Background: an optimization exercise with open tools, aiming at small area and a short achievable clock period. Do not read the settings as production practice.
In this exercise RTL edits were held to simulation tests only and were not proved equivalent to the original.
Power figures rest on the tool's default switching activity, not on a simulated workload.

## vm5f_core
module vm5f_core (
    input  wire         clk,
    input  wire         rst,             
    input  wire         rx_valid,
    input  wire [7:0]   rx_data,
    input  wire         rx_last,
    output wire         rx_ready,
    output reg          rsp_valid,
    output wire [2:0]   rsp_err,
    output wire [7:0]   rsp_addr,
    output wire [7:0]   rsp_cmd,
    output wire [7:0]   rsp_len,
    output wire [7:0]   rsp_chk,
    output wire [7:0]   rsp_chk_calc,
    output reg          rsp_chk_ok,
    output reg          rsp_tag,
    output reg  [2:0]   last_err,
    input  wire         enc_valid,
    output reg          enc_ready,
    input  wire [7:0]   enc_cmd,
    input  wire [7:0]   enc_addr,
    input  wire [4:0]   enc_n,
    input  wire [207:0] enc_payload,     
    output reg          tx_valid,
    output reg  [7:0]   tx_data,
    output reg          tx_last,
    input  wire         tx_ready,
    output reg          refused,
    input  wire         tick,            
    input  wire         ovr_n,           
    output reg          act,             
    output reg  [1:0]   ls,
    output reg  [3:0]   fifo_count,
    output reg  [7:0]   cur_ant,
    output reg  [15:0]  cur_pc,
    output reg  [95:0]  cur_epc
);
==> flow/config.mk <==
export PLATFORM = sky130hd
export DESIGN_NAME = vm5f_core
export DESIGN_NICKNAME = vm5f_core
export VERILOG_FILES = /design/flow/design.v
export SDC_FILE = /design/flow/constraint.sdc
export NUM_CORES = 4
export LEC_CHECK = 0
export CAP_MARGIN = 20
export CORE_MARGIN = 2
export CORE_UTILIZATION = 40
export SLEW_MARGIN = 20
export SYNTH_HIERARCHICAL = 1
export SYNTH_MINIMUM_KEEP_SIZE = 0
==> flow/constraint.sdc <==
create_clock -name core_clock -period 10.0 [get_ports {clk}]
set_input_delay 2.0000 -clock core_clock [delete_from_list [all_inputs] [get_ports {clk}]]
set_output_delay 2.0000 -clock core_clock [all_outputs]
set_load 0.01 [all_outputs]
standard.sh (not shown) runs the stock make flow with config.mk's settings and CLKGATE_MAP_FILE= SYNTH_SCRIPT=/design/flow/synth_recipe.tcl, a recipe that flattens the netlist after the stock synthesis.
==> flow/flow/run.sh <==
#!/bin/bash
# Standard ORFS layout, with plain buffers on the ports, a clock tree with
# larger sink clusters and no dummy loads, and repair_timing aiming further
# below the clock period.
set -euo pipefail
bash standard.sh "BUFFER_PORTS_ARGS=-buffer_cell sky130_fd_sc_hd__buf_2" \
  "CTS_ARGS=-sink_clustering_enable -repair_clock_nets -sink_clustering_size 25 -sink_clustering_max_diameter 80 -buf_list sky130_fd_sc_hd__clkbuf_16 -dont_use_dummy_load" \
  SETUP_SLACK_MARGIN=7.3 finish > standard_flow.log 2>&1
The starting point went through all stages and came out clean.
Change:
--- a/flow/flow/run.sh
+++ b/flow/flow/run.sh
@@ -6,3 +6,3 @@
 bash standard.sh "BUFFER_PORTS_ARGS=-buffer_cell sky130_fd_sc_hd__buf_2" \
   "CTS_ARGS=-sink_clustering_enable -repair_clock_nets -sink_clustering_size 25 -sink_clustering_max_diameter 80 -buf_list sky130_fd_sc_hd__clkbuf_16 -dont_use_dummy_load" \
-  SETUP_SLACK_MARGIN=7.3 finish > standard_flow.log 2>&1
+  SETUP_SLACK_MARGIN=7.0 finish > standard_flow.log 2>&1
Result:
- The changed run went through all stages and came out clean
- via count went down by 0.99%
- cell count is about the same
- total power stays flat
- routed wire length came out lower by 1.7%
- maximum frequency rises by 1.1%
- clock skew rises by 0.0084 ns
- synthesized area does not change
- clock-buffer cell count grows by 4
- sequential power grows by about 1%
- global-route usage is lower by 0.32 points
Change:
==> flow/flow/run.sh (replaced) <==
#!/bin/bash
# Standard ORFS layout, with plain buffers on the ports, a clock tree with
# larger sink clusters and no dummy loads, and repair_timing aiming further
# below the clock period.
set -euo pipefail
bash standard.sh "BUFFER_PORTS_ARGS=-buffer_cell sky130_fd_sc_hd__buf_2" \
  "CTS_ARGS=-sink_clustering_enable -repair_clock_nets -sink_clustering_size 28 -sink_clustering_max_diameter 90 -buf_list sky130_fd_sc_hd__clkbuf_16 -dont_use_dummy_load" \
  SETUP_SLACK_MARGIN=7.0 finish > standard_flow.log 2>&1
Global-route usage hardly moves.
Cell area decreases by 0.53%.
Die area is unchanged.
Worst setup slack gets better by 0.018 ns.
Power decreases by 2.1%.
Clock-buffer cell count decreases by 12.
Sequential share of layout area increases by 0.27 points.
Synthesized cell count is unchanged.
Change:
==> flow/flow/run.sh (replaced) <==
#!/bin/bash
# Standard ORFS layout, with plain buffers on the ports, a clock tree with
# larger sink clusters and no dummy loads, and repair_timing aiming further
# below the clock period.
set -euo pipefail
bash standard.sh "BUFFER_PORTS_ARGS=-buffer_cell sky130_fd_sc_hd__buf_2" \
  "CTS_ARGS=-sink_clustering_enable -repair_clock_nets -sink_clustering_size 25 -sink_clustering_max_diameter 80 -buf_list sky130_fd_sc_hd__clkbuf_16 -dont_use_dummy_load" \
  SETUP_SLACK_MARGIN=7.0 finish > standard_flow.log 2>&1
Settings changed: CORE_UTILIZATION 40 to 60.
=> The new run finished with timing, DRC and antenna clean; first-iteration DRC count rises by 22%; maximum frequency falls by 0.74%; routed wire length falls by 2.5%; count of clock-buffer cells in the layout rises by 5; power rises by 0.72%; die area falls by 33%; global-route usage rises by 12 points.

## separate check: timing with driven ports
No port has a modelled driver above. Below, the same layouts with a new extraction and two added sets of constraints. Step 1, drivers: a clkbuf_16 drives clk and a buf_2 each remaining input, both assumed. Step 2 times the ports against the registers' clock, not the clock port: input delays grow and output delays shrink by t, the midpoint of the rising clock arrivals with the driver on. a / b / c = ideal / step 1 / step 2; a / b = the first two.
run | shift t [ns] | setup WS [ns] | slew at the worst register clock pin (ns)
the first run | 0.756 | 6.687 / 6.611 / 6.192 | 0.10 / 0.10
the second run | 0.777 | 6.722 / 6.643 / 6.279 | 0.10 / 0.10
the third run | 0.745 | 6.740 / 6.662 / 6.245 | 0.11 / 0.11
the fourth run | 0.726 | 6.716 / 6.730 / 6.048 | 0.10 / 0.10
After both steps setup and hold are still met in every run listed. For the fourth run, which loses most, drivers alone change the setup slack by +0.014 ns; drivers and shift together by -0.668 ns.
